Context: an optimization exercise on an open-source flow, tuned for small area, a short achievable clock period and few clock cycles. The choices shown serve that exercise and are no tape-out recipe.
RTL that was checked went through simulation tests only; none was proved equivalent to the original.
Power and IR drop assume default switching activity.

==> try-raven: inputs <==
Design gt06_fsr, start of the top module:
module gt06_fsr (
    input  wire       clk,
    input  wire       rst,         
    input  wire       in_valid,
    input  wire [7:0] in_data,
    output wire       in_ready,
    input  wire [6:0] now_yy,
    input  wire [6:0] now_mo,
    input  wire [6:0] now_dd,
    input  wire [6:0] now_hh,
    input  wire [6:0] now_mi,
    input  wire [6:0] now_ss,
    output reg        out_valid,
    output reg  [7:0] out_data,
    output reg        out_last,
    output reg        out_rsp
);
    localparam N  = 260;         
    localparam M  = 10;          
    localparam K  = 4;           
    localparam NW = N / M;
    localparam NR = N / K;
    localparam Q  = 3;           
    localparam QB = 2;           
    localparam WA = 2;           
    localparam WB = 13;
    localparam RA = 5;           
    localparam RB = 13;
    function [7:0] bcd;
        input [6:0] v;
        reg [3:0] tens;
        reg [3:0] sub;
        begin
            if      (v >= 7'd90) begin tens = 4'd9; sub = 4'd10; end
            else if (v >= 7'd80) begin tens = 4'd8; sub = 4'd0;  end
            else if (v >= 7'd70) begin tens = 4'd7; sub = 4'd6;  end
  ...
clock: 10.0 ns
lec_check: 0
cap_margin: 20
core_margin: 2
core_utilization: 65
cts_buf_list: sky130_fd_sc_hd__clkbuf_16
cts_cluster_diameter: 50
cts_cluster_size: 35
slew_margin: 20
standard.sh (not shown) runs the stock make flow with config.mk's settings and CLKGATE_MAP_FILE= SYNTH_SCRIPT=/design/flow/synth_recipe.tcl, a recipe that flattens the netlist after the stock synthesis.
==> flow/flow/run.sh <==
#!/bin/bash
# Layout flow: the standard layout (standard.sh), with the input and
# output port buffers made of sky130_fd_sc_hd__buf_4 instead of the default
# (slow) delay-buffer cell. Every port keeps its buffer. Tool output goes to
# run_standard.log here; ORFS keeps its per-step logs under orfs/logs.
set -euo pipefail
export BUFFER_PORTS_ARGS="-buffer_cell sky130_fd_sc_hd__buf_4"
bash standard.sh > run_standard.log 2>&1
==> try-amber: changes against try-raven <==
--- a/flow/design.v
+++ b/flow/design.v
@@ -87,17 +87,20 @@
     reg [41:0] tm;           
     reg  s_cnt1, s_cnt2;     
     wire b78    = (iq_d == 8'h78);
     wire tc_start  = iq_v && s_body && s_cnt1 && s_tc;
     reg        spill_on;     
     wire spill_psh = spill_on && !wq_full;
     reg        hold_r;       
     wire tc_next   = s_body && s_tc && !s_first && (iq_v ? s_cnt2 : s_cnt1);
-    wire push   = spill_psh || (iq_v && (s_lenm || s_body));
+    reg        iq_st;
+    wire push   = spill_psh || iq_st;
+    wire n_store = iq_v ? ((s_hunt && s_prev78 && b78) || s_lenm || (s_body && !s_cnt1))
+                        : (s_lenm || s_body);
     wire [7:0] push_d = spill_on ? bcd(tm[41:35]) : iq_d;
     wire       spill_1 = (spill == 3'd1);
     wire frame_end = iq_v && s_body && s_cnt1;
     wire th_le_qm3 = !wq_th[Q-3];
     wire th_le_qm2 = !wq_th[Q-2];
     wire th_le_qm1 = !wq_th[Q-1];
     reg  room_ok;
     always @(*) begin
@@ -146,18 +149,18 @@
     reg [1:0] f_state;
     reg [1:0] bcnt;              
     reg [8:0] rem;               
     reg [3:0] ridx;              
     reg       rsp_tc;
     reg [7:0] pid_r, s0_r, s1_r;
     reg       len_nz, len3, len4;    
     reg       pid_8a, pid_ack;
-    reg [6:0] fpend;             
-    reg       fp_nz;
+    reg [6:0] f_cc, f_sc;        
+    wire      fp_nz = (f_cc != f_sc);
     reg       i_v, i_ring, i_crch, i_crcl, i_last, i_rsp, i_crc, i_init;
     reg       i_len, i_pid, i_body, i_s0, i_s1;
     reg [7:0] i_imm;
     reg [1:0] nf_state;
     reg       f_start;
     reg       n_rsp_tc;
     reg       w_ring;            
     wire last_body = bcnt[1] && (rem == 9'd1);
@@ -330,22 +333,24 @@
             wb        <= 1;
             rl        <= 2'd3;
             ra        <= 1 << (RA - 1);
             rb        <= 1 << (RB - 1);
             occ       <= 9'd0;
             full_r    <= 1'b0;
             ne_r      <= 1'b0;
             f_state   <= FS_IDLE;
-            fpend     <= 7'd0;
-            fp_nz     <= 1'b0;
+            f_cc      <= 7'd0;
+            f_sc      <= 7'd0;
+            iq_st     <= 1'b0;
             q_v       <= 1'b0;
             out_valid <= 1'b0;
         end else begin
-            iq_v <= acc;
+            iq_v  <= acc;
+            iq_st <= acc && n_store;
             if (iq_v) begin
                 if (s_hunt) begin
                     if (s_pend5) s_pend5 <= 1'b0;
                     if (s_prev78 && b78) begin
                         s_hunt   <= 1'b0;
                         s_lenm   <= 1'b1;
                         s_prev78 <= 1'b0;
                     end else begin
@@ -390,18 +395,16 @@
                     if (rb[RB-1]) ra <= {ra[RA-2:0], ra[RA-1]};
                 end
             end
             if (pop && !rd)      occ <= occ + 9'd1;
             else if (rd && !pop) occ <= occ - 9'd1;
             full_r <= (pop && !rd && occ == N - 1) || (full_r && !rd);
             ne_r   <= pop || (ne_r && !(rd && occ == 9'd1));
             f_state <= nf_state;
-            if (commit && !f_start)      fpend <= fpend + 7'd1;
-            else if (f_start && !commit) fpend <= fpend - 7'd1;
-            if (commit && !f_start)      fp_nz <= 1'b1;
-            else if (f_start && !commit) fp_nz <= (fpend != 7'd1);
+            if (commit)  f_cc <= f_cc + 7'd1;
+            if (f_start) f_sc <= f_sc + 7'd1;
             w_ring <= n_w_ring;
             q_v       <= i_v;
             out_valid <= q_v;
         end
     end
 endmodule
==> flow/flow/run.sh (replaced) <==
#!/bin/bash
set -euo pipefail
export BUFFER_PORTS_ARGS="-buffer_cell sky130_fd_sc_hd__buf_4"
export SETUP_SLACK_MARGIN=6.9
export CTS_ARGS="-sink_clustering_enable -repair_clock_nets -buf_list sky130_fd_sc_hd__clkbuf_16 -sink_clustering_size 30 -sink_clustering_max_diameter 80 -sink_buffer_max_cap_derate 1.0"
bash standard.sh > run_standard.log 2>&1
==> flow/config.mk (replaced) <==
export PLATFORM = sky130hd
export DESIGN_NAME = gt06_fsr
export DESIGN_NICKNAME = gt06_fsr
export VERILOG_FILES = /design/flow/design.v
export SDC_FILE = /design/flow/constraint.sdc
export NUM_CORES = 4
export LEC_CHECK = 0
export CAP_MARGIN = 20
export CORE_MARGIN = 2
export CORE_UTILIZATION = 75
export CTS_BUF_LIST = sky130_fd_sc_hd__clkbuf_8 sky130_fd_sc_hd__clkbuf_16
export CTS_CLUSTER_DIAMETER = 50
export CTS_CLUSTER_SIZE = 20
export SLEW_MARGIN = 20
==> try-willow: changes against try-raven <==
--- a/flow/design.v
+++ b/flow/design.v
@@ -87,17 +87,20 @@
     reg [41:0] tm;           
     reg  s_cnt1, s_cnt2;     
     wire b78    = (iq_d == 8'h78);
     wire tc_start  = iq_v && s_body && s_cnt1 && s_tc;
     reg        spill_on;     
     wire spill_psh = spill_on && !wq_full;
     reg        hold_r;       
     wire tc_next   = s_body && s_tc && !s_first && (iq_v ? s_cnt2 : s_cnt1);
-    wire push   = spill_psh || (iq_v && (s_lenm || s_body));
+    reg        iq_st;
+    wire push   = spill_psh || iq_st;
+    wire n_store = iq_v ? ((s_hunt && s_prev78 && b78) || s_lenm || (s_body && !s_cnt1))
+                        : (s_lenm || s_body);
     wire [7:0] push_d = spill_on ? bcd(tm[41:35]) : iq_d;
     wire       spill_1 = (spill == 3'd1);
     wire frame_end = iq_v && s_body && s_cnt1;
     wire th_le_qm3 = !wq_th[Q-3];
     wire th_le_qm2 = !wq_th[Q-2];
     wire th_le_qm1 = !wq_th[Q-1];
     reg  room_ok;
     always @(*) begin
@@ -146,18 +149,18 @@
     reg [1:0] f_state;
     reg [1:0] bcnt;              
     reg [8:0] rem;               
     reg [3:0] ridx;              
     reg       rsp_tc;
     reg [7:0] pid_r, s0_r, s1_r;
     reg       len_nz, len3, len4;    
     reg       pid_8a, pid_ack;
-    reg [6:0] fpend;             
-    reg       fp_nz;
+    reg [6:0] f_cc, f_sc;        
+    wire      fp_nz = (f_cc != f_sc);
     reg       i_v, i_ring, i_crch, i_crcl, i_last, i_rsp, i_crc, i_init;
     reg       i_len, i_pid, i_body, i_s0, i_s1;
     reg [7:0] i_imm;
     reg [1:0] nf_state;
     reg       f_start;
     reg       n_rsp_tc;
     reg       w_ring;            
     wire last_body = bcnt[1] && (rem == 9'd1);
@@ -330,22 +333,24 @@
             wb        <= 1;
             rl        <= 2'd3;
             ra        <= 1 << (RA - 1);
             rb        <= 1 << (RB - 1);
             occ       <= 9'd0;
             full_r    <= 1'b0;
             ne_r      <= 1'b0;
             f_state   <= FS_IDLE;
-            fpend     <= 7'd0;
-            fp_nz     <= 1'b0;
+            f_cc      <= 7'd0;
+            f_sc      <= 7'd0;
+            iq_st     <= 1'b0;
             q_v       <= 1'b0;
             out_valid <= 1'b0;
         end else begin
-            iq_v <= acc;
+            iq_v  <= acc;
+            iq_st <= acc && n_store;
             if (iq_v) begin
                 if (s_hunt) begin
                     if (s_pend5) s_pend5 <= 1'b0;
                     if (s_prev78 && b78) begin
                         s_hunt   <= 1'b0;
                         s_lenm   <= 1'b1;
                         s_prev78 <= 1'b0;
                     end else begin
@@ -390,18 +395,16 @@
                     if (rb[RB-1]) ra <= {ra[RA-2:0], ra[RA-1]};
                 end
             end
             if (pop && !rd)      occ <= occ + 9'd1;
             else if (rd && !pop) occ <= occ - 9'd1;
             full_r <= (pop && !rd && occ == N - 1) || (full_r && !rd);
             ne_r   <= pop || (ne_r && !(rd && occ == 9'd1));
             f_state <= nf_state;
-            if (commit && !f_start)      fpend <= fpend + 7'd1;
-            else if (f_start && !commit) fpend <= fpend - 7'd1;
-            if (commit && !f_start)      fp_nz <= 1'b1;
-            else if (f_start && !commit) fp_nz <= (fpend != 7'd1);
+            if (commit)  f_cc <= f_cc + 7'd1;
+            if (f_start) f_sc <= f_sc + 7'd1;
             w_ring <= n_w_ring;
             q_v       <= i_v;
             out_valid <= q_v;
         end
     end
 endmodule
==> flow/flow/run.sh (replaced) <==
#!/bin/bash
# Layout flow: the standard layout (standard.sh, which runs the standard
# synthesis unchanged and the ORFS steps), with three changes to how the
# layout is optimised. The constraints (constraint.sdc) are not touched.
#  - Port buffers: buffer_ports inserts sky130_fd_sc_hd__buf_4 cells instead
#    of the default (slow) delay-buffer cell. Every port keeps its buffer.
#  - Timing repair aims for a larger setup slack than the 10 ns clock needs.
#  - Clock tree: clkbuf_16 buffers with larger sink clusters (30 sinks,
#    80 um), so fewer clock buffers; all flip-flops get the same tree.
# Tool output goes to run_standard.log here; ORFS also keeps its per-step
# logs under orfs/logs.
set -euo pipefail
export BUFFER_PORTS_ARGS="-buffer_cell sky130_fd_sc_hd__buf_4"
export SETUP_SLACK_MARGIN=6.9
export CTS_ARGS="-sink_clustering_enable -repair_clock_nets -buf_list sky130_fd_sc_hd__clkbuf_16 -sink_clustering_size 30 -sink_clustering_max_diameter 80 -sink_buffer_max_cap_derate 1.0"
bash standard.sh > run_standard.log 2>&1
==> flow/config.mk (replaced) <==
export PLATFORM = sky130hd
export DESIGN_NAME = gt06_fsr
export DESIGN_NICKNAME = gt06_fsr
export VERILOG_FILES = /design/flow/design.v
export SDC_FILE = /design/flow/constraint.sdc
export NUM_CORES = 4
export LEC_CHECK = 0
export CAP_MARGIN = 20
export CORE_MARGIN = 2
export CORE_UTILIZATION = 55
export CTS_BUF_LIST = sky130_fd_sc_hd__clkbuf_8 sky130_fd_sc_hd__clkbuf_16
export CTS_CLUSTER_DIAMETER = 50
export CTS_CLUSTER_SIZE = 20
export SLEW_MARGIN = 20
==> run notes <==
- Combinational power share: 0.027
- FILL cells: 8632
- Seq area share: 0.746
- Synthesized flop and latch total: 2356
- Met3 Use GR: 0.0399
- Status: complete, no violations
- Psw: 3.07 mW
- Final setup margin: 6830 ps
- M2 GR Usage: 0.347
- Cell count after synthesis: 4419
- Synth top area share: 0.752
[end of results for try-willow]
==> run notes <==
- Status: complete, no violations
- Psw: 3.46 mW
- Seq area share: 0.725
- Combinational power share: 0.013
- Final setup margin: 6790 ps
- Synth top area share: 0.749
[end of results for try-raven]
==> run notes <==
- Synth top area share: 0.752
- Status: complete, no violations
- Synthesized flop and latch total: 2356
- Met3 Use GR: 0.0570
- M2 GR Usage: 0.504
- Seq area share: 0.754
- FILL cells: 4323
[end of results for try-amber]
Testbench counts of try-amber, summed over its fixed seeds: cycles 38,273.
Testbench counts of try-willow, summed over its fixed seeds: cycles 38,273.
Only the layout flow was run in try-raven; the RTL was not checked for function there.

## separate check: timing with driven ports
How much do the figures lean on ideal ports? The routed layouts below were timed once more, with nothing changed but the port constraints.
Step 1 assumes that a clkbuf_16 drives the clock port and a buf_2 every other input.
Step 2 adds t to the input delays and takes it off the output delays; t is the mean of the earliest and latest rising clock arrival at the registers after step 1. Input paths then give back, and output paths get back, about the clock's delay inside the block.
Slacks: ideal / step 1 / step 2; pairs: ideal / step 1.
run	shift t [ns]	setup slack, ns	worst hold slack (ns)
try-raven	0.807	6.792 / 6.725 / 6.699	0.299 / 0.299 / 0.299
try-amber	0.756	6.860 / 6.796 / 6.675	0.313 / 0.313 / 0.313
try-willow	0.770	6.835 / 6.767 / 6.721	0.314 / 0.314 / 0.314
After both steps every run listed still meets setup and hold. For try-amber, which loses most, drivers alone change the setup slack by -0.064 ns; drivers and shift together by -0.185 ns.
